What follows belongs to an exercise in optimizing a design on an open flow for small area, a short achievable clock period and few clock cycles per item; a production flow would make more cautious choices. Function was not checked in any run shown here: the RTL went through the layout flow alone. No activity file was given, so power comes from the tool's default toggle rates.

--- flow/flow/run.sh ---
#!/bin/bash
# The standard layout (standard.sh), with ORFS's setup repair asked to
# leave a larger setup-slack margin on the design's own clock period.
set -euo pipefail
export SETUP_SLACK_MARGIN=8
bash standard.sh > standard.log 2>&1
--- flow/standard.sh ---
#!/bin/bash
# synth_recipe.tcl (not shown) runs the flow's synth.tcl, then flattens the netlist and writes it again
# the make line also repeats each setting of config.mk as NAME=value (left out here)
make -C /OpenROAD-flow-scripts/flow DESIGN_CONFIG=/design/flow/config.mk WORK_HOME=/design/flow/orfs CLKGATE_MAP_FILE= SYNTH_SCRIPT=/design/flow/synth_recipe.tcl "${@:-finish}"
--- flow/config.mk ---
export PLATFORM = sky130hd
export DESIGN_NAME = a429pk
export DESIGN_NICKNAME = a429pk
export VERILOG_FILES = /design/flow/design.v
export SDC_FILE = /design/flow/constraint.sdc
export NUM_CORES = 8
export LEC_CHECK = 0
export CAP_MARGIN = 40
export CORE_MARGIN = 2
export CORE_UTILIZATION = 40
export SLEW_MARGIN = 40
--- flow/constraint.sdc ---
create_clock -name core_clock -period 15.0 [get_ports {clk}]
set_input_delay 3.0000 -clock core_clock [delete_from_list [all_inputs] [get_ports {clk}]]
set_output_delay 3.0000 -clock core_clock [all_outputs]
set_load 0.01 [all_outputs]
--- flow/design.v ---
module a429pk_bk #(parameter W = 8) (
    input  wire [W-1:0] a,
    input  wire [W-1:0] b,
    input  wire         ci,
    output wire [W-1:0] s
);
    function integer clg(input integer v);
        integer t;
        begin
            clg = 0;
            for (t = v - 1; t > 0; t = t >> 1)
                clg = clg + 1;
        end
    endfunction
    localparam N = W + 1;
    localparam L = clg(N);
    wire [N-1:0] G [0:2*L];
    wire [N-1:0] P [0:2*L];
    assign G[0] = {a & b, ci};
    assign P[0] = {a ^ b, 1'b0};
    genvar l, i;
    generate
        for (l = 0; l < L; l = l + 1) begin : up
            for (i = 0; i < N; i = i + 1) begin : b_
                if (((i + 1) % (1 << (l + 1))) == 0) begin : n
                    assign G[l+1][i] = G[l][i] | (P[l][i] & G[l][i - (1 << l)]);
                    assign P[l+1][i] = P[l][i] & P[l][i - (1 << l)];
                end else begin : t
                    assign G[l+1][i] = G[l][i];
                    assign P[l+1][i] = P[l][i];
                end
            end
        end
        for (l = L - 2; l >= 0; l = l - 1) begin : dn
            for (i = 0; i < N; i = i + 1) begin : b_
                if (((i + 1) % (1 << (l + 1))) == (1 << l) && i >= (1 << (l + 1))) begin : n
                    assign G[2*L-1-l][i] = G[2*L-2-l][i] | (P[2*L-2-l][i] & G[2*L-2-l][i - (1 << l)]);
                    assign P[2*L-1-l][i] = P[2*L-2-l][i] & P[2*L-2-l][i - (1 << l)];
                end else begin : t
                    assign G[2*L-1-l][i] = G[2*L-2-l][i];
                    assign P[2*L-1-l][i] = P[2*L-2-l][i];
                end
            end
        end
    endgenerate
    wire [N-1:0] c = G[2*L-1];
    assign s = P[0][N-1:1] ^ c[N-2:0];
endmodule
module a429pk (
    input  wire         clk,
    input  wire         rst,
    input  wire         cmd_valid,
    output wire         cmd_ready,
    input  wire [287:0] cmd,
    output reg          rsp_valid,
    output wire [127:0] rsp_rn,
    output wire [63:0]  rsp_rd,
    output reg          diag_valid,
    output reg  [3:0]   diag_code,
    output wire [31:0]  raw,
    output wire [7:0]   dsr
);
    localparam [7:0] OP_SETRAW  = 8'h01, OP_GETRAW  = 8'h02,
                     OP_SETID   = 8'h03, OP_GETID   = 8'h04,
                     OP_SETSDI  = 8'h05, OP_GETSDI  = 8'h06,
                     OP_SETSSM  = 8'h07, OP_GETSSM  = 8'h08,
                     OP_SETPAR  = 8'h09, OP_GETPAR  = 8'h0A,
                     OP_SETBNR  = 8'h0B, OP_GETBNR  = 8'h0C,
                     OP_SETBCDD = 8'h0D, OP_SETBCD  = 8'h0E,
                     OP_GETBCD  = 8'h0F, OP_SETDISC = 8'h10,
                     OP_GETDISC = 8'h11, OP_SETDBIT = 8'h12,
                     OP_GETDBIT = 8'h13, OP_CLR     = 8'h14,
                     OP_GETWORD = 8'h15, OP_GETDSR  = 8'h16,
                     OP_CLRDSR  = 8'h17;
    localparam [3:0] E_NONE     = 4'd0,
                     E_RANGE    = 4'd1,
                     E_TOOWIDE  = 4'd2,
                     E_OCCUPIED = 4'd3,
                     E_OUTRANGE = 4'd4,
                     E_DIGIT    = 4'd5,
                     E_RADIX    = 4'd6,
                     E_SIGNOVL  = 4'd7,
                     E_ILLEGAL  = 4'd8;
    localparam [4:0] S_IDLE  = 5'd0,
                     S_EXEC  = 5'd1,    
                     S_PREP  = 5'd2,    
                     S_P2    = 5'd3,    
                     S_P1    = 5'd4,    
                     S_DIV   = 5'd5,    
                     S_FIN   = 5'd6,    
                     S_FIN2  = 5'd7,    
                     S_GMUL  = 5'd8,    
                     S_GD2   = 5'd9,    
                     S_DAB   = 5'd10,   
                     S_BW    = 5'd11,   
                     S_BREM  = 5'd12,   
                     S_BSCAN = 5'd13,   
                     S_GPREP = 5'd14,   
                     S_GBCD  = 5'd15,   
                     S_TB    = 5'd16,   
                     S_PREP2 = 5'd17;   
    reg [4:0] st;
    reg       busy;          
    reg [31:0]  raw_q;
    reg [7:0]   dsr_q;
    reg [131:0] acc;         
    reg [130:0] ds;          
    reg [63:0]  opx;         
    reg [63:0]  rd;          
    reg [32:0]  alq;         
    reg [7:0]   opq;         
    reg [5:0]   fb, lb, sb;
    reg [6:0]   wv;          
    reg [4:0]   sht;         
    reg [4:0]   jc;          
    reg [4:0]   jd;          
    reg         bneg;        
    reg [65:0]  ppq;         
    reg         first;       
    reg         flip;        
    reg         flip1;       
    reg         neg;         
    reg         nz;          
    reg         tbq;         
    reg         hdone;       
    reg         shdone;      
    reg [4:0]   shc;         
    reg [6:0]   pos;         
    reg         m_div;       
    reg         m_ar;        
    reg         nsrc;        
    reg [4:0]   nidx;        
    reg         issb;        
    reg         pend;        
    reg [4:0]   np;          
    reg [3:0]   bk;          
    reg         remq;        
    reg [15:0]  gmask;       
    reg [4:0]   g_cnt;       
    reg [3:0]   g_lm;        
    reg [15:0]  g_inb;       
    assign raw       = raw_q;
    assign dsr       = dsr_q;
    assign cmd_ready = !busy;
    assign rsp_rn    = acc[127:0];
    assign rsp_rd    = rd;
    wire idle = (st == S_IDLE);
    function [2:0] msb8(input [7:0] f);
        reg hi;
        begin
            hi = |f[7:4];
            msb8[2] = hi;
            msb8[1] = hi ? (f[7] | f[6]) : (f[3] | f[2]);
            msb8[0] = hi ? (f[7] | (~f[6] & f[5])) : (f[3] | (~f[2] & f[1]));
        end
    endfunction
    function [5:0] msb64(input [63:0] x);
        reg [7:0]  nzb;
        reg [23:0] lo;
        reg [2:0]  g;
        integer i;
        begin
            for (i = 0; i < 8; i = i + 1) begin
                nzb[i]       = |x[8*i +: 8];
                lo[3*i +: 3] = msb8(x[8*i +: 8]);
            end
            g     = msb8(nzb);
            msb64 = {g, lo[3*g +: 3]};
        end
    endfunction
    function [4:0] btop(input [63:0] x);
        reg [5:0] m;
        begin
            m    = msb64(x ^ {x[62:0], 1'b0});
            btop = m[5:1];
        end
    endfunction
    function [2:0] bdig(input [63:0] x, input [4:0] j);
        reg [64:0] xx;
        begin
            xx   = {x, 1'b0};
            bdig = xx[{j, 1'b0} +: 3];
        end
    endfunction
    function [6:0] width0(input [5:0] f, input [5:0] l);
        width0 = (f > l) ? 7'd0 : ({1'b0, l} - {1'b0, f} + 7'd1);
    endfunction
    wire [7:0]  c_op  = cmd[7:0];
    wire [5:0]  c_rsv = cmd[31:26];
    wire [63:0] c_a   = cmd[95:32];
    wire [32:0] ext   = {raw_q, 1'b0};                   
    wire [63:0] c_b   = cmd[159:96];
    wire [63:0] c_d   = cmd[287:224];
    wire c_known   = (c_op >= OP_SETRAW) && (c_op <= OP_CLRDSR);
    wire [63:0] c_c   = cmd[223:160];
    wire c_illegal = (c_rsv != 6'd0) || !c_known ||
                     (c_op == OP_SETPAR && c_a[63:1] != 63'd0);
    wire c_b10     = (c_b == 64'd10);
    wire c_hi8  = (c_a[63:8] != 56'd0);
    wire c_hi2  = c_hi8 || (c_a[7:2] != 6'd0);
    wire c_par  = c_a[0] ^ (^raw_q);
    wire occ_id  = (raw_q[7:0]   != 8'd0);
    wire occ_sdi = (raw_q[9:8]   != 2'd0);
    wire occ_ssm = (raw_q[30:29] != 2'd0);
    wire occ_par = raw_q[31];
    wire o_setid  = (c_op == OP_SETID);
    wire o_setsdi = (c_op == OP_SETSDI);
    wire o_setssm = (c_op == OP_SETSSM);
    wire o_setpar = (c_op == OP_SETPAR);
    wire o_setbcd = (c_op == OP_SETBCD);
    wire o_getbcd = (c_op == OP_GETBCD);
    wire x_set    = (c_op == OP_SETRAW) || (c_op == OP_SETDISC) || (c_op == OP_SETDBIT) ||
                    (c_op == OP_SETBCDD);
    wire x_get    = (c_op == OP_GETRAW) || (c_op == OP_GETDISC) || (c_op == OP_GETDBIT);
    wire o_sbnr   = (c_op == OP_SETBNR);
    wire o_gbnr   = (c_op == OP_GETBNR);
    wire x_e5     = (c_op == OP_SETBCDD) && !e_dfit;
    wire x_e1     = x_get ? !e_bok : (x_set && !x_e5 && !e_bok);
    wire x_e2     = x_set && !x_e5 && e_bok && !e_fit;
    wire x_e3     = x_set && !x_e5 && e_bok && e_fit && e_occ;
    wire x_w      = x_set && !x_e5 && e_bok && e_fit && !e_occ;
    wire c_d0     = (c_d == 64'd0);
    wire c_c0     = (c_c == 64'd0);
    wire g_e8     = o_gbnr && c_d0;
    wire gx_e1     = o_gbnr && !c_d0 && (!e_bok || !c_sok);
    wire g_two    = o_gbnr && !c_d0 && !e_bok && !c_sok;
    wire g_zero   = c_c0 || !e_bok || (e_al[31:0] == 32'd0);
    wire i_e1   = !c_illegal && (x_e1 || gx_e1);
    wire i_e5   = !c_illegal && x_e5;
    wire i_e8   = c_illegal || g_e8;
    wire i_e2   = !c_illegal && ((o_setid && c_hi8) || ((o_setsdi || o_setssm) && c_hi2) || x_e2);
    wire i_e3   = !c_illegal && ((o_setid && !c_hi8 && occ_id) || (o_setsdi && !c_hi2 && occ_sdi) ||
                                 (o_setssm && !c_hi2 && occ_ssm) || (o_setpar && occ_par) || x_e3);
    wire i_e6   = !c_illegal && (o_setbcd || o_getbcd) && !c_b10;
    wire i_e4   = !c_illegal && o_setbcd && c_b10 && c_a[63];
    wire i_diag = i_e8 || i_e1 || i_e2 || i_e3 || i_e4 || i_e5 || i_e6;
    wire [3:0] i_code = {i_e8, i_e6 || i_e4 || i_e5, i_e6 || i_e3 || i_e2, i_e3 || i_e1 || i_e5};
    wire i_wx   = !c_illegal && x_w;
    wire i_wid  = !c_illegal && o_setid && !c_hi8 && !occ_id;
    wire i_wsdi = !c_illegal && o_setsdi && !c_hi2 && !occ_sdi;
    wire i_wssm = !c_illegal && o_setssm && !c_hi2 && !occ_ssm;
    wire i_wpar = !c_illegal && o_setpar && !occ_par;
    wire i_clr  = !c_illegal && (c_op == OP_CLR);
    wire i_clrd = !c_illegal && (c_op == OP_CLRDSR);
    wire [31:0] i_wval = (i_wid  ? {24'd0, c_a[7:0]}        : 32'd0) |
                         (i_wsdi ? {22'd0, c_a[1:0], 8'd0}  : 32'd0) |
                         (i_wssm ? {1'b0, c_a[1:0], 29'd0}  : 32'd0) |
                         (i_wpar ? {c_par, 31'd0}           : 32'd0) |
                         (i_wx   ? u_wr                     : 32'd0);
    wire i_gmul  = o_gbnr && !c_d0 && !g_zero;
    wire i_multi = !c_illegal && (o_sbnr || i_gmul || g_two || (o_setbcd && c_b10 && !c_a[63]) ||
                                  (o_getbcd && c_b10 && c_f <= c_l));
    wire [4:0] i_next = c_illegal ? S_IDLE :
                        o_sbnr ? S_PREP :
                        i_gmul ? S_PREP :
                        g_two ? S_GD2 :
                        (o_setbcd && c_b10 && !c_a[63]) ? S_DAB :
                        (o_getbcd && c_b10 && c_f <= c_l) ? S_GBCD : S_IDLE;
    wire [5:0]  c_f    = cmd[13:8];
    wire [5:0]  c_l    = cmd[19:14];
    wire [5:0]  c_s    = cmd[25:20];
    wire        c_dbit = (c_op == OP_SETDBIT) || (c_op == OP_GETDBIT);
    wire [5:0]  ef     = busy ? fb : c_f;
    wire [5:0]  el     = busy ? lb : (c_dbit ? c_f : c_l);
    reg  [32:0] e_ge, e_le;
    integer n;
    always @(*) begin
        for (n = 0; n < 33; n = n + 1) begin
            e_ge[n] = (n >= ef);
            e_le[n] = (n <= el);
        end
    end
    wire [6:0]  e_d;
    a429pk_bk #(.W(7)) u_sub (.a({1'b0, el}), .b({1'b1, ~ef}), .ci(1'b1), .s(e_d));
    wire        e_le0  = !e_d[6];                           
    wire        e_bok  = (ef != 6'd0) && (el <= 6'd32) && e_le0;
    wire [32:0] e_al   = (ext & e_le) >> ef;             
    wire [31:0] e_mask = e_ge[32:1] & e_le[32:1];
    wire        e_occ  = (raw_q & e_mask) != 32'd0;
    wire [6:0]  e_w0   = e_le0 ? (e_d + 7'd1) : 7'd0;    
    wire [5:0]  c_amsb = msb64(c_a);
    wire        c_anz  = (c_a != 64'd0);
    wire [7:0]  e_t1   = {2'b00, el};
    wire [7:0]  e_t2   = ~{2'b00, ef};
    wire [7:0]  e_t3   = ~{2'b00, c_amsb};
    wire [7:0]  e_cs   = e_t1 ^ e_t2 ^ e_t3;
    wire [7:0]  e_cc   = {(e_t1[6:0] & e_t2[6:0]) | (e_t1[6:0] & e_t3[6:0]) | (e_t2[6:0] & e_t3[6:0]), 1'b1};
    wire [7:0]  e_dm;
    a429pk_bk #(.W(8)) u_cmp (.a(e_cs), .b(e_cc), .ci(1'b1), .s(e_dm));
    wire        e_mle  = e_le0 && !e_dm[7];
    wire        e_fit  = !c_a[63] && (!c_anz || e_mle);
    wire        e_dfit = e_fit;
    wire        c_sok  = (c_s != 6'd0) && (c_s <= 6'd32);    
    wire        c_sbit = c_sok && ext[c_s];
    reg  [31:0] wval;
    reg  [5:0]  wsh;
    wire [31:0] u_wr = wval << wsh;
    wire        in_p1   = (st == S_P1);
    wire [63:0] c_reg   = ds[63:0];
    wire [63:0] nd_src  = nsrc ? opx : c_reg;
    wire        nd_flip = nsrc ? flip1 : flip;
    wire [2:0] nd_dig  = bdig(nd_src, nidx);
    wire       nd_one  = nd_dig[1] ^ nd_dig[0];
    wire       nd_two  = (nd_dig == 3'b011) || (nd_dig == 3'b100);
    wire       nd_neg  = (nd_one || nd_two) && ((nd_dig[2] && !(nd_dig[1] && nd_dig[0])) ^ nd_flip);
    wire [63:0] m_cand  = nsrc ? rd : ds[127:64];
    wire [65:0] m_c66   = {{2{m_cand[63]}}, m_cand};
    wire [65:0] pp_mag  = nd_one ? m_c66 : (nd_two ? {m_c66[64:0], 1'b0} : 66'd0);
    wire [65:0] pp_nx   = pp_mag ^ {66{nd_neg}};
    wire [131:0] pp_y   = {{66{ppq[65]}}, ppq};
    wire         d_sub  = !acc[131];                     
    wire [131:0] ad_x   = m_div ? {acc[130:0], 1'b0} : {acc[129:0], 2'b00};
    wire [131:0] ad_y   = m_div ? ({1'b0, ds} ^ {132{d_sub}}) : pp_y;
    wire         ad_ci  = m_div ? d_sub : bneg;
    wire [131:0] ad_s;
    a429pk_bk #(.W(132)) u_add (.a(ad_x), .b(ad_y), .ci(ad_ci), .s(ad_s));
    wire         q_bit  = !ad_s[131];
    reg  [32:0] f_ge, f_le;
    integer n2;
    always @(*) begin
        for (n2 = 0; n2 < 33; n2 = n2 + 1) begin
            f_ge[n2] = (n2 >= fb);
            f_le[n2] = (n2 <= lb);
        end
    end
    wire        f_bok   = (fb != 6'd0) && (lb <= 6'd32) && (fb <= lb);
    wire        f_occ   = (raw_q & f_ge[32:1] & f_le[32:1]) != 32'd0;
    wire        f_mok   = f_bok && !f_occ;                  
    wire        f_indiv = (st == S_DIV);
    wire        q_lsb   = f_indiv ? q_bit : opx[0];
    wire [31:0] q_up    = f_indiv ? {opx[30:0], 1'b0} : {opx[31:1], 1'b0};
    wire        f_sgn   = neg && (nz || (f_indiv && q_bit));
    wire        f_b2    = (sb != 6'd0) && (sb <= 6'd32);
    wire [5:0]  f_qi    = sb - fb;                          
    wire        f_qb    = (f_qi[4:0] == 5'd0) ? q_lsb : q_up[f_qi[4:0]];
    wire        f_inm   = f_mok && (fb <= sb) && (sb <= lb) && f_qb;
    wire        f_occ2  = raw_q[sb[4:0] - 5'd1] || f_inm;
    wire [31:0] f_dec1  = 32'd1 << (fb[4:0] - 5'd1);
    wire [31:0] f_raw1  = raw_q | (f_mok ? (u_wr | (q_lsb ? f_dec1 : 32'd0)) : 32'd0);
    wire [3:0]  f_e1    = !f_bok ? E_RANGE : (f_occ ? E_OCCUPIED : E_NONE);
    wire [3:0]  f_e2    = !f_b2 ? E_RANGE : (f_occ2 ? E_OCCUPIED : E_NONE);
    wire [31:0] f_wr2   = (f_b2 && !f_occ2 && f_sgn) ? (32'd1 << (sb[4:0] - 5'd1)) : 32'd0;
    wire [6:0]  c_span = e_d;
    wire [4:0]  c_gcnt = e_le0 ? ({1'b0, c_span[5:2]} + 5'd1) : 5'd0;
    wire [1:0]  c_glw  = c_span[1:0];
    wire [3:0]  c_glm  = (c_glw == 2'd0) ? 4'b0001 : (c_glw == 2'd1) ? 4'b0011 :
                         (c_glw == 2'd2) ? 4'b0111 : 4'b1111;
    wire [5:0]  c_gt   = 6'd29 - c_f;
    reg  [15:0] c_ginb;
    integer kk;
    always @(*) begin
        for (kk = 0; kk < 16; kk = kk + 1)
            c_ginb[kk] = (kk != 0 || c_f != 6'd0) &&
                         ((kk + 1 == c_gcnt) ? (c_l <= 6'd32) :
                                               (c_f <= 6'd29 && kk <= c_gt[5:2]));
    end
    wire [35:0] al36 = {3'b000, alq};
    reg  [15:0] g_act, g_lst, g_bad, g_occ;
    reg  [63:0] g_dig;      
    reg  [31:0] g_err;      
    integer k;
    always @(*) begin
        for (k = 0; k < 16; k = k + 1) begin : grp
            reg [3:0] d, gm, occn;
            reg g_inbk;
            g_act[k] = (k < g_cnt);
            g_lst[k] = (k + 1 == g_cnt);
            gm = g_lst[k] ? g_lm : 4'b1111;
            d  = ds[4*k +: 4];
            g_bad[k] = (d & ~gm) != 4'd0;
            occn = (k <= 8) ? al36[4*k +: 4] : 4'd0;
            if (k > 8) g_inbk = 1'b0; else g_inbk = g_inb[k];
            g_occ[k] = (occn & gm) != 4'd0;
            g_err[2*k +: 2] = !g_act[k] ? 2'd0 :
                              g_bad[k] ? 2'd3 :
                              !g_inbk ? 2'd1 :
                              g_occ[k] ? 2'd2 : 2'd0;
            g_dig[4*k +: 4] = (g_act[k] && g_err[2*k +: 2] == 2'd0) ? d : 4'd0;
        end
    end
    reg [15:0] g_errv;
    integer k2;
    always @(*) begin
        for (k2 = 0; k2 < 16; k2 = k2 + 1)
            g_errv[k2] = g_err[2*k2 +: 2] != 2'd0;
    end
    wire g_e0 = (g_errv == 16'd0);
    wire g_one = !g_e0 && ((g_errv & (g_errv - 16'd1)) == 16'd0);
    function [3:0] ecode(input [1:0] e);
        ecode = (e == 2'd1) ? E_RANGE : (e == 2'd2) ? E_OCCUPIED :
                (e == 2'd3) ? E_DIGIT : E_NONE;
    endfunction
    reg [3:0] g_first;
    integer k3;
    always @(*) begin
        g_first = E_NONE;
        for (k3 = 15; k3 >= 0; k3 = k3 - 1)
            if (g_errv[k3]) g_first = ecode(g_err[2*k3 +: 2]);
    end
    wire [3:0] g_scan = ecode(g_err[2*bk +: 2]);
    wire [75:0] g_hmask = ~(76'd0) << {g_cnt, 2'b00};
    wire        g_rem   = (ds[75:0] & g_hmask) != 76'd0;
    wire [3:0]  gi     = np[3:0];
    wire        gb_inb = (gi <= 4'd8) && g_inb[gi];
    wire [3:0]  gb_dig = gb_inb ? al36[{gi, 2'b00} +: 4] : 4'd0;
    wire [31:0] gb_x   = {acc[28:0], 3'b000};
    wire [31:0] gb_y   = {acc[30:0], 1'b0};
    wire [31:0] gb_z   = {28'd0, gb_dig};
    wire [31:0] gb_s   = gb_x ^ gb_y ^ gb_z;
    wire [31:0] gb_c   = {(gb_x[30:0] & gb_y[30:0]) | (gb_x[30:0] & gb_z[30:0]) |
                          (gb_y[30:0] & gb_z[30:0]), 1'b0};
    wire [31:0] gb_acc;
    a429pk_bk #(.W(32)) u_gadd (.a(gb_s), .b(gb_c), .ci(1'b0), .s(gb_acc));
    function [3:0] dadj(input [3:0] a);
        begin
            dadj[3] = a[3] | (a[2] & (a[1] | a[0]));
            dadj[2] = (a[2] & ~a[1] & ~a[0]) | (a[3] & a[0]);
            dadj[1] = (~a[2] & a[1]) | (a[1] & a[0]) | (a[3] & ~a[0]);
            dadj[0] = (~a[3] & ~a[2] & a[0]) | (a[2] & a[1] & ~a[0]) | (a[3] & ~a[0]);
        end
    endfunction
    function [75:0] dab1(input [75:0] v, input b);
        integer i;
        reg [75:0] t;
        begin
            for (i = 0; i < 19; i = i + 1)
                t[4*i +: 4] = dadj(v[4*i +: 4]);
            dab1 = {t[74:0], b};
        end
    endfunction
    wire [4:0]  dab_i    = np;
    wire [1:0]  dab_bits = opx[{dab_i, 1'b0} +: 2];
    wire [75:0] dab_in   = ds[75:0];
    wire [75:0] dab_out  = dab1(dab1(dab_in, dab_bits[1]), dab_bits[0]);
    always @(*) begin
        wval = q_up;
        wsh  = ef - 6'd1;
        if (!busy)
            wval = c_a[31:0];
        else if (st == S_BW) begin
            if (fb == 6'd0) begin
                wval = g_dig[32:1];
                wsh  = 6'd0;
            end else
                wval = g_dig[31:0];
        end
    end
    reg        nx_diag;
    reg [4:0]  st_n;
    reg [3:0]  nx_code;
    reg        p1_hd, p1_sd;
    reg [131:0] acc_m;
    reg [7:0]  dsr_set;
    reg [4:0]  p1_shc;
    always @(posedge clk) begin
        nx_diag = 1'b0;
        st_n    = st;
        nx_code = E_NONE;
        p1_hd   = 1'b0;
        p1_sd   = 1'b0;
        p1_shc  = 5'd0;
        acc_m   = acc;
        bneg <= nd_neg;
        ppq  <= pp_nx;
        if (!nsrc && nidx == 5'd0 && issb) begin
            nsrc <= 1'b1;
            nidx <= (st == S_PREP) ? btop(opx) : jd;
        end else
            nidx <= nidx - 5'd1;
        if (idle) begin
            fb    <= cmd[13:8];
            lb    <= cmd[19:14];
            sb    <= cmd[25:20];
            neg   <= cmd[95] ^ cmd[159] ^ cmd[223] ^ cmd[287];
            flip  <= o_gbnr ? c_sbit : (cmd[159] ^ cmd[223]);
            flip1 <= cmd[95] ^ cmd[287];
            first <= 1'b1;
            jc    <= btop(c_c);
            nidx  <= btop(c_c);
            nsrc  <= 1'b0;
            issb  <= o_sbnr;
            m_div <= 1'b0;
            m_ar  <= 1'b0;
            opx   <= (c_op == OP_SETBNR) ? c_d : c_a;
            ds    <= o_setbcd ? 131'd0 : {3'd0, (o_gbnr ? {32'd0, e_al[31:0]} : c_b), c_c};
            alq   <= e_al;
            np    <= o_setbcd ? c_amsb[5:1] : (c_gcnt - 5'd1);
            g_cnt <= c_gcnt;
            g_lm  <= c_glm;
            g_inb <= c_ginb;
            rd    <= (c_op == OP_GETBNR) ? c_d : ((c_op == OP_SETBNR) ? c_a : 64'd1);
            acc_m  = (c_op == OP_GETID)   ? {124'd0, raw_q[7:0]} :
                     (c_op == OP_GETSDI)  ? {130'd0, raw_q[9:8]} :
                     (c_op == OP_GETSSM)  ? {130'd0, raw_q[30:29]} :
                     (c_op == OP_GETPAR)  ? {131'd0, raw_q[31]} :
                     (c_op == OP_GETWORD) ? {100'd0, raw_q} :
                     (c_op == OP_GETDSR)  ? {124'd0, dsr_q} :
                     (x_get && e_bok)     ? {100'd0, e_al[31:0]} : 132'd0;
        end
        begin
            rsp_valid <= 1'b0;
            case (st)
            S_IDLE: if (cmd_valid) begin
                rsp_valid <= !i_multi;
                if (i_diag) begin
                    nx_diag = 1'b1; nx_code = i_code;
                end
                if (c_illegal) begin
                    rd    <= 64'd1;
                    acc_m = 132'd0;
                end
                raw_q <= i_clr ? 32'd0 : (raw_q | i_wval);
                if (g_e8)   rd           <= 64'd1;
                if (i_clrd) dsr_q        <= 8'd0;
                st_n = i_next;
            end
            S_PREP: begin
                jd  <= btop(opx);
                wv  <= e_w0;
                sht <= e_w0[6:2] + {4'd0, e_w0[1] | e_w0[0]};
                if (issb) begin
                    if (c_reg == 64'd0 || ds[127:64] == 64'd0 || opx == 64'd0) begin
                        nx_diag = 1'b1; nx_code = E_ILLEGAL;
                        rsp_valid <= 1'b1;
                        rd <= 64'd1;
                        st_n = S_IDLE;
                    end else begin
                        if (fb <= sb && sb <= lb) begin
                            nx_diag = 1'b1; nx_code = E_SIGNOVL;
                        end
                        st_n = S_P2;
                        m_ar <= 1'b1;
                    end
                end else begin
                    st_n = S_GMUL;
                    m_ar <= 1'b1;
                end
            end
            S_P2: begin
                jc    <= jc - 5'd1;
                if (jc == 5'd0) begin
                    ds     <= {ad_s[129:0], 1'b0};
                    acc_m  = 132'd0;
                    st_n = S_P1;
                    jc     <= jd;
                    flip   <= flip1;
                    hdone  <= 1'b0;
                    shdone <= (sht == 5'd0);
                    shc    <= 5'd0;
                end
            end
            S_P1: begin
                p1_hd  = hdone;
                p1_sd  = shdone;
                p1_shc = shc;
                if (!shdone) begin
                    if (ds[130:127] != 4'd0)
                        p1_sd = 1'b1;
                    else begin
                        ds <= {ds[126:0], 4'd0};
                        p1_shc = shc + 5'd1;
                        p1_sd  = (p1_shc == sht);
                    end
                end
                if (!hdone) begin
                    jc    <= jc - 5'd1;
                    p1_hd = (jc == 5'd0);
                end
                hdone  <= p1_hd;
                shdone <= p1_sd;
                shc    <= p1_shc;
                m_ar   <= !p1_hd;
                if (p1_hd && p1_sd) begin
                    tbq   <= 1'b0;
                    st_n = S_DIV;
                    m_div <= 1'b1;
                    m_ar  <= (p1_shc != 5'd0);   
                    opx   <= 64'd0;
                    nz    <= 1'b0;
                    pos   <= {p1_shc, 2'b00};
                end
            end
            S_DIV: begin
                opx <= {opx[62:0], q_bit};
                pos <= pos - 7'd1;
                if (q_bit) nz <= 1'b1;
                tbq <= q_bit && (pos >= wv);
                if (pos == 7'd1)
                    m_ar <= 1'b0;            
                if (tbq) begin
                    m_div <= 1'b0;
                    m_ar  <= 1'b0;
                    st_n = S_TB;
                end else if (pos == 7'd0) begin
                    m_div <= 1'b0;
                    m_ar  <= 1'b0;
                    if (wv == 7'd0)
                        st_n = S_FIN;
                    else begin
                        acc_m = 132'd0;
                        rd  <= 64'd1;
                        if (f_e1 != E_NONE && f_e2 != E_NONE) begin
                            nx_diag = 1'b1; nx_code = f_e1;
                            st_n = S_FIN2;
                        end else begin
                            raw_q <= f_raw1 | f_wr2;
                            if (f_e1 != E_NONE) begin nx_diag = 1'b1; nx_code = f_e1; end
                            if (f_e2 != E_NONE) begin nx_diag = 1'b1; nx_code = f_e2; end
                            rsp_valid <= 1'b1;
                            st_n = S_IDLE;
                        end
                    end
                end
            end
            S_TB: begin
                nx_diag = 1'b1; nx_code = E_OUTRANGE;
                rsp_valid <= 1'b1;
                acc_m = 132'd0;
                rd    <= 64'd1;
                st_n = S_IDLE;
            end
            S_FIN: begin
                acc_m = 132'd0;
                rd  <= 64'd1;
                if (tbq) begin
                    nx_diag = 1'b1; nx_code = E_OUTRANGE;
                    rsp_valid <= 1'b1;
                    st_n = S_IDLE;
                end else if (f_e1 != E_NONE && f_e2 != E_NONE) begin
                    nx_diag = 1'b1; nx_code = f_e1;
                    st_n = S_FIN2;
                end else begin
                    raw_q <= f_raw1 | f_wr2;
                    if (f_e1 != E_NONE) begin nx_diag = 1'b1; nx_code = f_e1; end
                    if (f_e2 != E_NONE) begin nx_diag = 1'b1; nx_code = f_e2; end
                    rsp_valid <= 1'b1;
                    st_n = S_IDLE;
                end
            end
            S_FIN2: begin
                raw_q <= raw_q | f_wr2;
                nx_diag = 1'b1; nx_code = f_e2;
                rsp_valid <= 1'b1;
                st_n = S_IDLE;
            end
            S_GMUL: begin
                first <= 1'b0;
                jc    <= jc - 5'd1;
                if (jc == 5'd0) begin
                    m_ar <= 1'b0;
                    rsp_valid <= 1'b1;
                    st_n = S_IDLE;
                end
            end
            S_GD2: begin
                nx_diag = 1'b1; nx_code = E_RANGE;
                rsp_valid <= 1'b1;
                st_n = S_IDLE;
            end
            S_DAB: begin
                ds[75:0] <= dab_out;
                first <= 1'b0;
                np    <= dab_i - 5'd1;
                if (dab_i == 5'd0) st_n = S_BW;
            end
            S_BW: begin
                raw_q <= raw_q | u_wr;
                if (g_e0) begin
                    if (g_rem) begin nx_diag = 1'b1; nx_code = E_OUTRANGE; end
                    rsp_valid <= 1'b1;
                    st_n = S_IDLE;
                end else if (g_one) begin
                    nx_diag = 1'b1; nx_code = g_first;
                    if (g_rem) st_n = S_BREM;
                    else begin
                        rsp_valid <= 1'b1;
                        st_n = S_IDLE;
                    end
                end else begin
                    bk    <= 4'd0;
                    remq  <= g_rem;
                    gmask <= g_errv;
                    st_n = S_BSCAN;
                end
            end
            S_BREM: begin
                nx_diag = 1'b1; nx_code = E_OUTRANGE;
                rsp_valid <= 1'b1;
                st_n = S_IDLE;
            end
            S_BSCAN: begin
                if (gmask[bk]) begin nx_diag = 1'b1; nx_code = g_scan; end
                bk <= bk + 4'd1;
                if ({1'b0, bk} + 5'd1 == g_cnt) begin
                    if (remq) st_n = S_BREM;
                    else begin
                        rsp_valid <= 1'b1;
                        st_n = S_IDLE;
                    end
                end
            end
            S_GBCD: begin
                acc_m[31:0] = gb_acc;
                if (!gb_inb) begin nx_diag = 1'b1; nx_code = E_RANGE; end
                np <= np - 5'd1;
                if (np == 5'd0) begin
                    rsp_valid <= 1'b1;
                    st_n = S_IDLE;
                end
            end
            default: st_n = S_IDLE;
            endcase
            diag_valid <= nx_diag;
            diag_code  <= nx_code;
            case (nx_code)
                4'd1: dsr_set = 8'h01;
                4'd2: dsr_set = 8'h02;
                4'd3: dsr_set = 8'h04;
                4'd4: dsr_set = 8'h08;
                4'd5: dsr_set = 8'h10;
                4'd6: dsr_set = 8'h20;
                4'd7: dsr_set = 8'h40;
                4'd8: dsr_set = 8'h80;
                default: dsr_set = 8'h00;
            endcase
            if (nx_diag && !(st == S_IDLE && i_clrd))
                dsr_q <= dsr_q | dsr_set;
        end
        acc <= (m_ar && !(st == S_P2 && jc == 5'd0)) ? ad_s : acc_m;
        st   <= st_n;
        busy <= (st_n != S_IDLE);
        if (rst) begin
            st         <= S_IDLE;
            busy       <= 1'b0;
            raw_q      <= 32'd0;
            dsr_q      <= 8'd0;
            rsp_valid  <= 1'b0;
            diag_valid <= 1'b0;
            diag_code  <= 4'd0;
        end
    end
endmodule
==> impl_metrics.toml, run 1 <==
[synthesis]
ys_types = 106
synth_nets = 9084
syn-cell-area_um2 = 64800
ys_ff_latch = 656
synth_edf_count = 128
synthMostInstantiatedCell = "nand2_1"
synthFlopType = "dfxtp_1"
synth_area_per_cell_um2 = 7.74
synth_area_leaders = "dfxtp_1 16%, ha_1 6.4%, edfxtp_1 5.9%"
yosys.area.top_type = "dfxtp_1"
synthTopCellsByCount = "928 x nand2_1, 729 x nor2_1, 647 x a21oi_1"
synthArstFlopShare_pct = 0
yosys_warnings = 5
syn_inst = 8370
post-synth-top-area-fraction_pct = 16.3
seq_area_frac_synth_pct = 22.2

[clock_tree]
cts_root_buffer = "clkbuf_16"
cts-htree-levels = 3
clk_latency_ns = 0.73
cts.path.max_buffers = 3
cts_tree = "yes"
clock-sinks = 656
cts_buffers = 86
clkTransAtPathRegs_ns = 0.06

[routing]
route.detailed.drc = 0
vias = 72400
ant_nets = 0
avgRoutedWirePerCell_um = 33.7
routed_wl_um = 365000
first_iter_violations = 11600
via_per_inst = 6.69
drt-pass1-iter-count = 10

[critical_path]
cp-start-kind = "input pin"
cp_slowest_cell = "fa_1"
critPathKind = "input pin to flop"
endpoint_kind = "flop"
cp_max_fo = 6
max_stage_delay_ns = 0.50
cp.required_ns = 15.66
arrival_ns = 8.49
reg2reg_depth = 22
crit_top_cell = "buf_4"

[pwr]
power.leakage_nw = 30.2
peakVddDrop_mv = 0.103
finalPower_w = 0.00678
powerDensity_nw_per_um2 = 87.8

[timing]
max_slew_margin_pct = 28.4
setup_viol = 0
period_share_pct = 52.2
hold_viol_final = 0
rsz0062_at_grt = "yes"
fin_setup_tns_ns = 0
holdWs_ns = 0.483
final_max_slew_viol_count = 0
clock.fmax_ghz = 0.128
fin_crit_ns = 7.83
worst_clock_skew_ns = 0.0560
worstMarginPinSlew_ns = 1.07

[grt]
antenna_found_initial = 39
first_global_vias = 66300
gr-usage-all-layers_pct = 42.0
grt_pass1_wl_um = 502000
grt_overflow = 0
grt_max_degree = 142

[layout]
area_delta_synth_final_pct = 19.1
layout-drive-gt1-share_pct = 14.2
final-instance-count-excl-fill = 10800
post-route-util_pct = 48.0
fillers = 15900
fin_nets = 9295

[die]
die_w_um = 407
die-area_um2 = 165000
coreArea_um2 = 161000
fp.dieH_um = 407
io_pins = 530
num_rows = 147
start_util_pct = 40.3

[run_status]
outcome = "timing/DRC/antenna clean"

[worst_hold_path]
min_delay_path_depth = 2
hold_path.class = "flop to flop"

[placement]
dpl.hpwl_um = 278000
place_congestion = 1.07
port_buffers = 529
dp.cells = 10500

[flow_run]
drv_cap = 0
cell type report:
type / count / area [µm²] / area share, %
Sequential cell: 656 / 14400 / 18.7
Tap cell: 2160 / 2700 / 3.50
Clock buffer: 117 / 2470 / 3.20
Multi-Input combinational cell: 6519 / 47000 / 60.9
Inverter: 417 / 1600 / 2.07
Timing Repair Buffer: 901 / 8450 / 10.9
Clock inverter: 42 / 497 / 0.643
Antenna cell: 18 / 45.0 / 0.0583
metrics by stage:
step,setup WS [ns],area (µm²)
4_1_cts,7.34,76400
6_report,7.17,77200
2_1_floorplan,7.40,65000
3_5_place_dp,4.84,71700
5_1_grt,7.04,77200
3_3_place_gp,4.95,71300
critical path, delay by kind of cell:
family / cells / cell delay [ns]
AO/OA/AOI/OAI: 13 / 1.78
buffers and inverters: 12 / 1.58
AND/OR/NAND/NOR: 6 / 1.29
adder cells (fa/ha/maj): 2 / 0.77
logic make-up after synthesis:
logic type | share of synthesized area [%]
flip-flops | 22.2
XOR/XNOR | 5.73
adder cells (fa/ha/maj) | 9.26
buffers and inverters | 7.76
multiplexers | 12.0
AND/OR/NAND/NOR | 18.1
AO/OA/AOI/OAI | 25.0
what timing repair did:
| action | in CTS | in global routing |
|---|---|---|
| setup endpoints to repair | 268 | 132 |
| resized for setup | 392 | 121 |
| setup buffers | 102 | 31 |
| hold endpoints to repair | 0 | 0 |
| gates cloned | 2 | 1 |
| hold buffers | 0 | 0 |
| pin swaps | 97 | 64 |
routing by layer:
| layer | GRT usage, % | vias to the layer above | part of all wire, % |
|---|---|---|---|
| li1 | - | 30900 | - |
| met1 | 53.8 | 35000 | 38 |
| met2 | 59.5 | 5261 | 40 |
| met3 | 14.3 | 1161 | 14 |
| met4 | 28.0 | 42 | 8.3 |
| met5 | 0 | - | 0.070 |
registers in the layout, summed over array words and instances, names as in the netlist, 6 cells and up:
signal	flops
pos	7
sb	6
acc	132
fb	6
gmask	16
alq	33
g_inb	12
wv	7
rd	64
dsr_q	8
lb	6
opx	64
ppq	65
raw_q	32
ds	131
final timing paths:
kind / from / end / slack (ns)
worst max-delay path: cmd[53] / dsr_q[2] / 7.17
worst min-delay path: jd[2] / jd[2] / 0.48
worst max register to register: acc[131] / raw_q[31] / 7.95
worst min register to register: jd[2] / jd[2] / 0.48
cell usage in the layout, fill, tap and decap left out, types with 62 or more instances in the layout:
master	count
nor2_1	703
mux2i_1	244
a221oi_1	82
nand3_1	211
nand4_1	85
o21ai_0	549
a31oi_1	78
o22ai_1	95
o211ai_1	76
clkdlybuf4s50_1	461
nand2_1	913
mux2_2	224
a22o_1	109
nor3_1	154
a21o_1	117
ha_1	331
a21oi_1	621
mux4_2	121
buf_4	315
nor4_1	100
inv_1	401
a22oi_1	137
nand2b_1	96
fa_1	88
clkbuf_16	88
dfxtp_1	516
edfxtp_1	128
o31ai_1	62
xnor2_1	216
xor2_1	194
power by group:
| part | internal (W) | total, W | switching [W] |
|---|---|---|---|
| sequential | 0.00194 | 0.00210 | 0.000164 |
| clock | 0.00129 | 0.00224 | 0.000954 |
| combinational | 0.000865 | 0.00244 | 0.00158 |
| total | 0.00409 | 0.00678 | 0.00269 |
==> run 2: changes to the inputs <==
--- a/flow/design.v
+++ b/flow/design.v
@@ -281,12 +281,18 @@
     wire [5:0]  c_amsb = msb64(c_a);
     wire        c_anz  = (c_a != 64'd0);
-    wire [7:0]  e_t1   = {2'b00, el};
-    wire [7:0]  e_t2   = ~{2'b00, ef};
-    wire [7:0]  e_t3   = ~{2'b00, c_amsb};
-    wire [7:0]  e_cs   = e_t1 ^ e_t2 ^ e_t3;
-    wire [7:0]  e_cc   = {(e_t1[6:0] & e_t2[6:0]) | (e_t1[6:0] & e_t3[6:0]) | (e_t2[6:0] & e_t3[6:0]), 1'b1};
-    wire [7:0]  e_dm;
-    a429pk_bk #(.W(8)) u_cmp (.a(e_cs), .b(e_cc), .ci(1'b1), .s(e_dm));
-    wire        e_mle  = e_le0 && !e_dm[7];
+    function le6(input [5:0] a, input [5:0] b);      
+        reg [5:0] eq, lt;
+        reg       ghi, ehi, glo, elo;
+        begin
+            eq  = ~(a ^ b);
+            lt  = ~a & b;
+            ghi = lt[5] | (eq[5] & lt[4]) | (eq[5] & eq[4] & lt[3]);
+            ehi = eq[5] & eq[4] & eq[3];
+            glo = lt[2] | (eq[2] & lt[1]) | (eq[2] & eq[1] & lt[0]);
+            elo = eq[2] & eq[1] & eq[0];
+            le6 = ghi | (ehi & (glo | elo));
+        end
+    endfunction
+    wire        e_mle  = e_le0 && le6(c_amsb, e_d[5:0]);
     wire        e_fit  = !c_a[63] && (!c_anz || e_mle);
     wire        e_dfit = e_fit;
@@ -490,11 +496,11 @@
             g_inb <= c_ginb;
             rd    <= (c_op == OP_GETBNR) ? c_d : ((c_op == OP_SETBNR) ? c_a : 64'd1);
-            acc_m  = (c_op == OP_GETID)   ? {124'd0, raw_q[7:0]} :
-                     (c_op == OP_GETSDI)  ? {130'd0, raw_q[9:8]} :
-                     (c_op == OP_GETSSM)  ? {130'd0, raw_q[30:29]} :
-                     (c_op == OP_GETPAR)  ? {131'd0, raw_q[31]} :
-                     (c_op == OP_GETWORD) ? {100'd0, raw_q} :
-                     (c_op == OP_GETDSR)  ? {124'd0, dsr_q} :
-                     (x_get && e_bok)     ? {100'd0, e_al[31:0]} : 132'd0;
+            acc_m  = {100'd0, ({32{c_op == OP_GETID}}   & {24'd0, raw_q[7:0]})   |
+                              ({32{c_op == OP_GETSDI}}  & {30'd0, raw_q[9:8]})   |
+                              ({32{c_op == OP_GETSSM}}  & {30'd0, raw_q[30:29]}) |
+                              ({32{c_op == OP_GETPAR}}  & {31'd0, raw_q[31]})    |
+                              ({32{c_op == OP_GETWORD}} & raw_q)                 |
+                              ({32{c_op == OP_GETDSR}}  & {24'd0, dsr_q})        |
+                              ({32{x_get && e_bok}}     & e_al[31:0])};
         end
         begin
@@ -506,8 +512,8 @@
                     nx_diag = 1'b1; nx_code = i_code;
                 end
-                if (c_illegal) begin
+                if (c_illegal)
                     rd    <= 64'd1;
+                if (c_rsv != 6'd0)
                     acc_m = 132'd0;
-                end
                 raw_q <= i_clr ? 32'd0 : (raw_q | i_wval);
                 if (g_e8)   rd           <= 64'd1;
==> run 2 against run 1 <==
Combinational power rose by 2%; die area up 2.0%; sequential cell count is the same; setup slack improved by 0.14 ns; sequential power barely moved; critical path type unchanged; largest power group unchanged.
==> impl_metrics.toml, run 2 <==
[run_status]
outcome = "timing/DRC/antenna clean"

[grt]
first_global_vias = 68700
grt_overflow = 0
grt_max_degree = 161
grt_pass1_wl_um = 511000
gr-usage-all-layers_pct = 41.5
antenna_found_initial = 33

[timing]
hold_viol_final = 0
rsz0062_at_grt = "yes"
setup_slack_ns = 7.31
fin_crit_ns = 7.69
worst_clock_skew_ns = 0.0553
worstMarginPinSlew_ns = 1.00
clock.fmax_ghz = 0.130
max_slew_margin_pct = 32.5
period_share_pct = 51.2
fin_setup_tns_ns = 0
setup_viol = 0
final_max_slew_viol_count = 0

[routing]
routed_wl_um = 368000
vias = 74600
route.detailed.drc = 0
first_iter_violations = 11400
drt-pass1-iter-count = 8
avgRoutedWirePerCell_um = 33.7
ant_nets = 0
via_per_inst = 6.83

[clock_tree]
cts_root_buffer = "clkbuf_16"
cts_hold_buf = 0
cts-htree-levels = 3
clkTransAtPathRegs_ns = 0.06
cts_buffers = 87
cts_tree = "yes"
cts.path.max_buffers = 3
clock-sinks = 656
clk_latency_ns = 0.74

[critical_path]
crit_path_cell_trace = "clkdlybuf4s50_1 -> mux2i_4 -> buf_4 -> nand2_1 -> nor2_1 -> nand3_1 -> xnor2_2 -> or2_2 -> nand2_1 -> nor2_1 -> a221oi_1 -> o21a_1 -> nor2_1 -> a221o_1"
critPathKind = "input pin to flop"
cp-start-kind = "input pin"
endpoint_kind = "flop"
cp_slowest_cell = "nand2_1"
rrSetupSlack_ns = 7.66
cp.required_ns = 15.60
cp_max_fo = 37
max_stage_delay_ns = 0.64
crit_top_cell = "nor2_1"
arrival_ns = 8.29

[layout]
area_delta_synth_final_pct = 17.9
top_register = "acc"
largest_register_ffs = 132
layout-drive-gt1-share_pct = 13.2
largestRegisters = "acc x132, ds x131, ppq x65"
postLayoutCellArea_um2 = 78000
fillers = 16300
final_cell_mix = "1017 x nand2_1, 639 x a21oi_1, 547 x o21ai_0, 536 x nor2_1, 513 x dfxtp_1"
layout_commonest_cell = "nand2_1"
final-instance-count-excl-fill = 10900
fin_nets = 9362

[die]
die-area_um2 = 169000
coreArea_um2 = 165000
num_rows = 149
die_w_um = 411
start_util_pct = 40.2
io_pins = 530
fp.dieH_um = 411

[synthesis]
synth_area_leaders = "dfxtp_1 16%, ha_1 6.3%, nand2_1 5.8%"
synthTopCellsByCount = "1026 x nand2_1, 662 x a21oi_1, 574 x o21ai_0"
ys_ff_latch = 656
synthArstFlopShare_pct = 0
synth_nets = 9260
syn-cell-area_um2 = 66200
yosys_warnings = 4
synthMostInstantiatedCell = "nand2_1"
ys_types = 110
seq_area_frac_synth_pct = 21.8
yosys.area.top_type = "dfxtp_1"
synthFlopType = "dfxtp_1"
syn_inst = 8553
synth_area_per_cell_um2 = 7.73
synth_edf_count = 128
post-synth-top-area-fraction_pct = 16.0

[pwr]
power.leakage_nw = 29.6
peakVddDrop_mv = 0.0918
powerDensity_nw_per_um2 = 88.7

[placement]
dp.cells = 10700
placed_cell_area_um2 = 72900
place_congestion = 1.06
port_buffers = 529
preCtsSetupSlack_ns = 5.06
dpl.hpwl_um = 281000

[worst_hold_path]
hold_path.class = "flop to flop"

[flow_run]
drv_cap = 0
run 2: layout make-up:
| class | count | area, µm² | share of cell area, % |
|---|---|---|---|
| diodes | 7 | 17.5 | 0.0225 |
| clock buffers | 120 | 2470 | 3.17 |
| clock inverters | 41 | 634 | 0.813 |
| inverters | 392 | 1520 | 1.94 |
| multi-input cells | 6694 | 48300 | 62.0 |
| flip-flops and latches | 656 | 14400 | 18.5 |
| well taps | 2189 | 2740 | 3.51 |
| repair buffers | 824 | 7850 | 10.1 |
run 2: cells by family after synthesis:
logic type / Yosys count / synth area share (%)
fa+ha+maj: 421 / 8.89
compound gates: 2667 / 26.7
buf+inv: 1206 / 7.71
xor+xnor: 426 / 5.64
mux: 498 / 10.1
flops: 656 / 21.8
simple gates: 2679 / 19.2
run 2: per-stage QoR:
stage | hold slack [ns] | utilization [%] | total power, W
finish | 0.488 | 47.4 | 0.00692
global route | 0.523 | 47.4 | 0.00711
CTS | 0.490 | 46.8 | 0.00679
detailed placement | 0.481 | 44.3 | 0.00447
global placement | 0.461 | 44.1 | 0.00445
floorplan | 0.436 | - | 0.00350
run 2: per-layer routing:
| layer | up-vias | GRT usage [%] | part of all wire, % |
|---|---|---|---|
| met5 | - | 0 | 0.037 |
| met4 | 14 | 24.1 | 6.8 |
| met3 | 1033 | 12.7 | 13 |
| met2 | 5366 | 59.3 | 41 |
| met1 | 36400 | 55.0 | 39 |
| li1 | 31700 | - | - |
run 2: worst paths after layout:
kind,start,end,cells past startpoint
hold / removal,acc[128],acc[128],2
setup / recovery,cmd[10],raw_q[21],14
setup reg to reg,acc[131],raw_q[27],20
hold reg to reg,acc[128],acc[128],2
run 2: power by group:
group	internal [W]	total (W)	switching, W	leakage [nW]
sequential	0.00194	0.00209	0.000156	5.70
clock	0.00136	0.00233	0.000975	1.51
combinational	0.000890	0.00249	0.00160	22.4
total	0.00418	0.00692	0.00273	29.6
run 2: timing repair:
| item | in CTS | in global routing |
|---|---|---|
| hold endpoints to repair | 0 | 0 |
| endpoints found under the setup margin | 222 | 123 |
| pin swaps | 53 | 30 |
| gates resized for setup | 196 | 108 |
| gates cloned | 4 | 2 |
| buffers inserted | 38 | 29 |
run 2: worst max-delay path: cells and delay by family:
kind	cells	cell delay, ns
mux	1	0.23
xor+xnor	1	0.30
simple gates	7	2.60
buf+inv	2	1.12
compound gates	3	0.98
==> run 3: changes to the inputs <==
--- a/flow/design.v
+++ b/flow/design.v
@@ -99,5 +99,6 @@
                      S_GBCD  = 5'd15,   
                      S_TB    = 5'd16,   
-                     S_PREP2 = 5'd17;   
+                     S_PREP2 = 5'd17,   
+                     S_BCDD  = 5'd18;   
     reg [4:0] st;
     reg       busy;          
@@ -215,9 +216,11 @@
     wire o_sbnr   = (c_op == OP_SETBNR);
     wire o_gbnr   = (c_op == OP_GETBNR);
-    wire x_e5     = (c_op == OP_SETBCDD) && !e_dfit;
-    wire x_e1     = x_get ? !e_bok : (x_set && !x_e5 && !e_bok);
-    wire x_e2     = x_set && !x_e5 && e_bok && !e_fit;
-    wire x_e3     = x_set && !x_e5 && e_bok && e_fit && e_occ;
-    wire x_w      = x_set && !x_e5 && e_bok && e_fit && !e_occ;
+    wire o_bcdd   = (c_op == OP_SETBCDD);
+    wire x_bcdd2  = o_bcdd && !e_bok;
+    wire x_e5     = o_bcdd && e_bok && !e_fit;
+    wire x_e1     = x_get ? !e_bok : (x_set && !o_bcdd && !e_bok);
+    wire x_e2     = x_set && !o_bcdd && e_bok && !e_fit;
+    wire x_e3     = x_set && e_bok && e_fit && e_occ;
+    wire x_w      = x_set && e_bok && e_fit && !e_occ;
     wire c_d0     = (c_d == 64'd0);
     wire c_c0     = (c_c == 64'd0);
@@ -249,5 +252,5 @@
                          (i_wx   ? u_wr                     : 32'd0);
     wire i_gmul  = o_gbnr && !c_d0 && !g_zero;
-    wire i_multi = !c_illegal && (o_sbnr || i_gmul || g_two || (o_setbcd && c_b10 && !c_a[63]) ||
+    wire i_multi = !c_illegal && (o_sbnr || i_gmul || g_two || x_bcdd2 || (o_setbcd && c_b10 && !c_a[63]) ||
                                   (o_getbcd && c_b10 && c_f <= c_l));
     wire [4:0] i_next = c_illegal ? S_IDLE :
@@ -255,4 +258,5 @@
                         i_gmul ? S_PREP :
                         g_two ? S_GD2 :
+                        x_bcdd2 ? S_BCDD :
                         (o_setbcd && c_b10 && !c_a[63]) ? S_DAB :
                         (o_getbcd && c_b10 && c_f <= c_l) ? S_GBCD : S_IDLE;
@@ -294,12 +298,19 @@
         end
     endfunction
-    wire        e_mle  = e_le0 && le6(c_amsb, e_d[5:0]);
-    wire        e_fit  = !c_a[63] && (!c_anz || e_mle);
-    wire        e_dfit = e_fit;
+    wire [5:0]  o_pe   = msb64(st == S_PREP ? (opx ^ {opx[62:0], 1'b0}) : opx);
+    wire        e_dfit = !opx[63] && ((opx == 64'd0) || (e_le0 && le6(o_pe, e_d[5:0])));
     wire        c_sok  = (c_s != 6'd0) && (c_s <= 6'd32);    
     wire        c_sbit = c_sok && ext[c_s];
     reg  [31:0] wval;
     reg  [5:0]  wsh;
-    wire [31:0] u_wr = wval << wsh;
+    wire [62:0] u_wr63 = {31'd0, wval} << wsh;
+    wire [31:0] u_wr   = u_wr63[31:0];
+    reg  [62:0] e_hi;
+    integer n3;
+    always @(*) begin
+        for (n3 = 0; n3 < 63; n3 = n3 + 1)
+            e_hi[n3] = (n3 >= el);             
+    end
+    wire        e_fit  = (c_a[63:32] == 32'd0) && ((u_wr63 & e_hi) == 63'd0);
     wire        in_p1   = (st == S_P1);
     wire [63:0] c_reg   = ds[63:0];
@@ -471,5 +482,5 @@
         if (!nsrc && nidx == 5'd0 && issb) begin
             nsrc <= 1'b1;
-            nidx <= (st == S_PREP) ? btop(opx) : jd;
+            nidx <= (st == S_PREP) ? o_pe[5:1] : jd;
         end else
             nidx <= nidx - 5'd1;
@@ -521,6 +532,12 @@
                 st_n = i_next;
             end
+            S_BCDD: begin
+                nx_diag = 1'b1;
+                nx_code = e_dfit ? E_RANGE : E_DIGIT;
+                rsp_valid <= 1'b1;
+                st_n = S_IDLE;
+            end
             S_PREP: begin
-                jd  <= btop(opx);
+                jd  <= o_pe[5:1];
                 wv  <= e_w0;
                 sht <= e_w0[6:2] + {4'd0, e_w0[1] | e_w0[0]};
==> run 3 against run 2 <==
Register-to-register slack lost 0.15 ns; area after synthesis rose by 4.8%; non-clock buffer count increased by 259; combinational power up 18%; clock power is 2% lower; sequential cell count stayed put; critical path depth is 5 higher; power grew 6.7%; cell area is 9.9% higher; critical endpoint is now raw_q[1].
==> impl_metrics.toml, run 3 <==
[run_status]
outcome = "timing/DRC/antenna clean"

[timing]
clock.fmax_ghz = 0.132
final_max_slew_viol_count = 0
setup_viol = 0
worst_clock_skew_ns = 0.0742
worstMarginPinSlew_ns = 1.09
fin_crit_ns = 7.60
rsz0062_at_grt = "yes"
fin_setup_tns_ns = 0
period_share_pct = 50.6
max_slew_margin_pct = 27.5
hold_viol_final = 0

[layout]
layout_commonest_cell = "nand2_1"
final-instance-count-excl-fill = 11900
largestRegisters = "acc x132, ds x131, ppq x65"
layout-drive-gt1-share_pct = 17.4
largest_register_ffs = 132
final_cell_mix = "965 x nand2_1, 722 x nor2_1, 612 x o21ai_0, 603 x a21oi_1, 518 x dfxtp_1"
top_register = "acc"
area_delta_synth_final_pct = 23.7
postLayoutCellArea_um2 = 85700
fin_nets = 10200
post-route-util_pct = 49.9

[routing]
ant_nets = 0
vias = 82900
first_iter_violations = 13800
drt-pass1-iter-count = 9
via_per_inst = 6.98
routed_wl_um = 440000
route.detailed.drc = 0
avgRoutedWirePerCell_um = 37.1

[critical_path]
cp-start-kind = "input pin"
rrSetupSlack_ns = 7.51
r2r_end = "raw_q[1]"
arrival_ns = 8.29
critPathKind = "input pin to flop"
endpoint = "raw_q[1]"
crit_start = "cmd[41]"
cp.required_ns = 15.70
reg2reg_depth = 26
worstReg2RegStart = "busy"
cp_max_fo = 5
endpoint_kind = "flop"

[synthesis]
post-synth-top-area-fraction_pct = 15.3
synth_area_per_cell_um2 = 7.56
syn-cell-area_um2 = 69300
synthArstFlopShare_pct = 0
synthTopCellsByCount = "999 x nand2_1, 777 x nor2_1, 698 x o21ai_0"
synth_nets = 9874
yosys.area.top_type = "dfxtp_1"
yosys_warnings = 4
ys_ff_latch = 656
syn_inst = 9169
ys_types = 104
synth_edf_count = 128
seq_area_frac_synth_pct = 20.8
synthMostInstantiatedCell = "nand2_1"
synth_area_leaders = "dfxtp_1 15%, ha_1 6.0%, edfxtp_1 5.5%"
synthFlopType = "dfxtp_1"

[die]
die_w_um = 420
die-area_um2 = 177000
start_util_pct = 40.3
num_rows = 152
fp.dieH_um = 420
io_pins = 530
coreArea_um2 = 172000

[pwr]
power.leakage_nw = 32.2
finalPower_w = 0.00738
peakVddDrop_mv = 0.0962
powerDensity_nw_per_um2 = 86.1

[clock_tree]
cts.path.max_buffers = 3
clkTransAtPathRegs_ns = 0.06
cts-htree-levels = 3
cts_hold_buf = 0
clock-sinks = 656
cts_buffers = 86
cts_tree = "yes"
cts_root_buffer = "clkbuf_16"
clk_latency_ns = 0.77

[grt]
grt_pass1_wl_um = 599000
grt_max_degree = 90
gr-usage-all-layers_pct = 47.7
antenna_found_initial = 43
grt_overflow = 0
first_global_vias = 75800

[placement]
dp.cells = 11400
dpl.hpwl_um = 338000
port_buffers = 529
place_congestion = 1.09
placed_cell_area_um2 = 76900

[worst_hold_path]
hold_start = "acc[50]"
hold_path.class = "flop to flop"

[flow_run]
drv_cap = 0
[run 3: critical path: stages]
cell and delay [ns]:
clkdlybuf4s50_1 0.72, nor2_1 0.30, a21oi_1 0.07, a21oi_1 0.47, o22ai_1 0.25, a21oi_1 0.39
o221ai_2 0.40, o21ai_0 0.34, o211ai_1 0.19, o21ba_2 0.29, nand4_1 0.15, nor3_4 0.19
buf_12 0.15, nand4_4 0.17, o211a_4 0.30, or3_1 0.31, and3_4 0.18, a31oi_1 0.22
o21a_1 0.16
[run 3: through the flow]
step / setup WS [ns] / hold WS [ns]
final: 7.40 / 0.493
after CTS: 7.61 / 0.494
after global placement: 3.60 / 0.460
after global routing: 7.25 / 0.516
after floorplan: 7.48 / 0.440
after detailed placement: 3.48 / 0.485
[run 3: cells by family (layout without fill, tap and decap cells)]
group / count (synthesis) / after routing / share of synthesized area, %
mux: 568 / 569 / 10.8
buf+inv: 1348 / 1712 / 8.08
other cells: 0 / 24 / 0
xor+xnor: 414 / 414 / 5.23
simple gates: 2889 / 2890 / 19.2
flops: 656 / 656 / 20.8
fa+ha+maj: 419 / 419 / 8.46
compound gates: 2875 / 2875 / 27.4
[run 3: layout make-up]
type / count / area [µm²]
timing repair inverter: 2 / 16.3
fill: 16800 / 86200
clock buffer: 118 / 2530
clock inverter: 41 / 495
sequential: 656 / 14400
antenna: 24 / 60.1
tap: 2310 / 2890
inverter: 468 / 1820
timing repair buffer: 1083 / 10600
multi-input combinational: 7167 / 52800
[run 3: power breakdown]
group	internal (W)	switching (W)
combinational	0.00103	0.00191
clock	0.00129	0.000989
sequential	0.00193	0.000225
total	0.00426	0.00312
[run 3: timing repair]
action | CTS | global route
endpoints found under the setup margin | 313 | 81
buffers inserted | 235 | 20
resized for setup | 646 | 88
pin swaps | 162 | 58
cloned | 19 | 0
[run 3: routing by layer]
metal | vias up | GRT usage [%] | routed length (µm)
met5 | - | 0 | 263
li1 | 34500 | - | -
met1 | 40400 | 61.2 | 167000
met3 | 1494 | 18.1 | 62800
met2 | 6547 | 66.0 | 174000
met4 | 25 | 31.3 | 36200
[run 3: worst min path at each step]
stage	endpoint	slack (ns)	depth (start not counted)
floorplan	jd[4]	0.44	2
global placement	acc[130]	0.46	2
detailed placement	rd[56]	0.48	2
CTS	rd[56]	0.49	2
global route	acc[73]	0.52	2
finish	acc[50]	0.49	2

-- separate check: timing with driven ports --
The results above use ideal ports. As a check the final layouts listed here were re-extracted and re-timed, cells and wires unchanged.
Step 1 assumes that a clkbuf_16 drives the clock port and a buf_2 every other input.
Step 2 adds t to the input delays and takes it off the output delays; t is the mean of the earliest and latest rising clock arrival at the registers after step 1. Input paths then give back, and output paths get back, about the clock's delay inside the block.
a / b / c = no drivers / after step 1 / after step 2; a / b = the first two.
run	shift t [ns]	setup slack, ns	hold slack, ns	worst register clock-pin slew, ns	pins driven straight from the clock port
run 1	0.786	7.171 / 7.227 / 6.441	0.483 / 0.483 / 0.483	0.07 / 0.07	1
run 2	0.809	7.315 / 7.357 / 6.547	0.488 / 0.488 / 0.488	0.07 / 0.07	1
run 3	0.832	7.403 / 7.438 / 6.606	0.493 / 0.493 / 0.493	0.07 / 0.07	1
After both steps setup and hold are still met in every run listed. The setup slack of run 3, which loses most, moves by +0.035 ns with the drivers and by -0.797 ns with both steps.
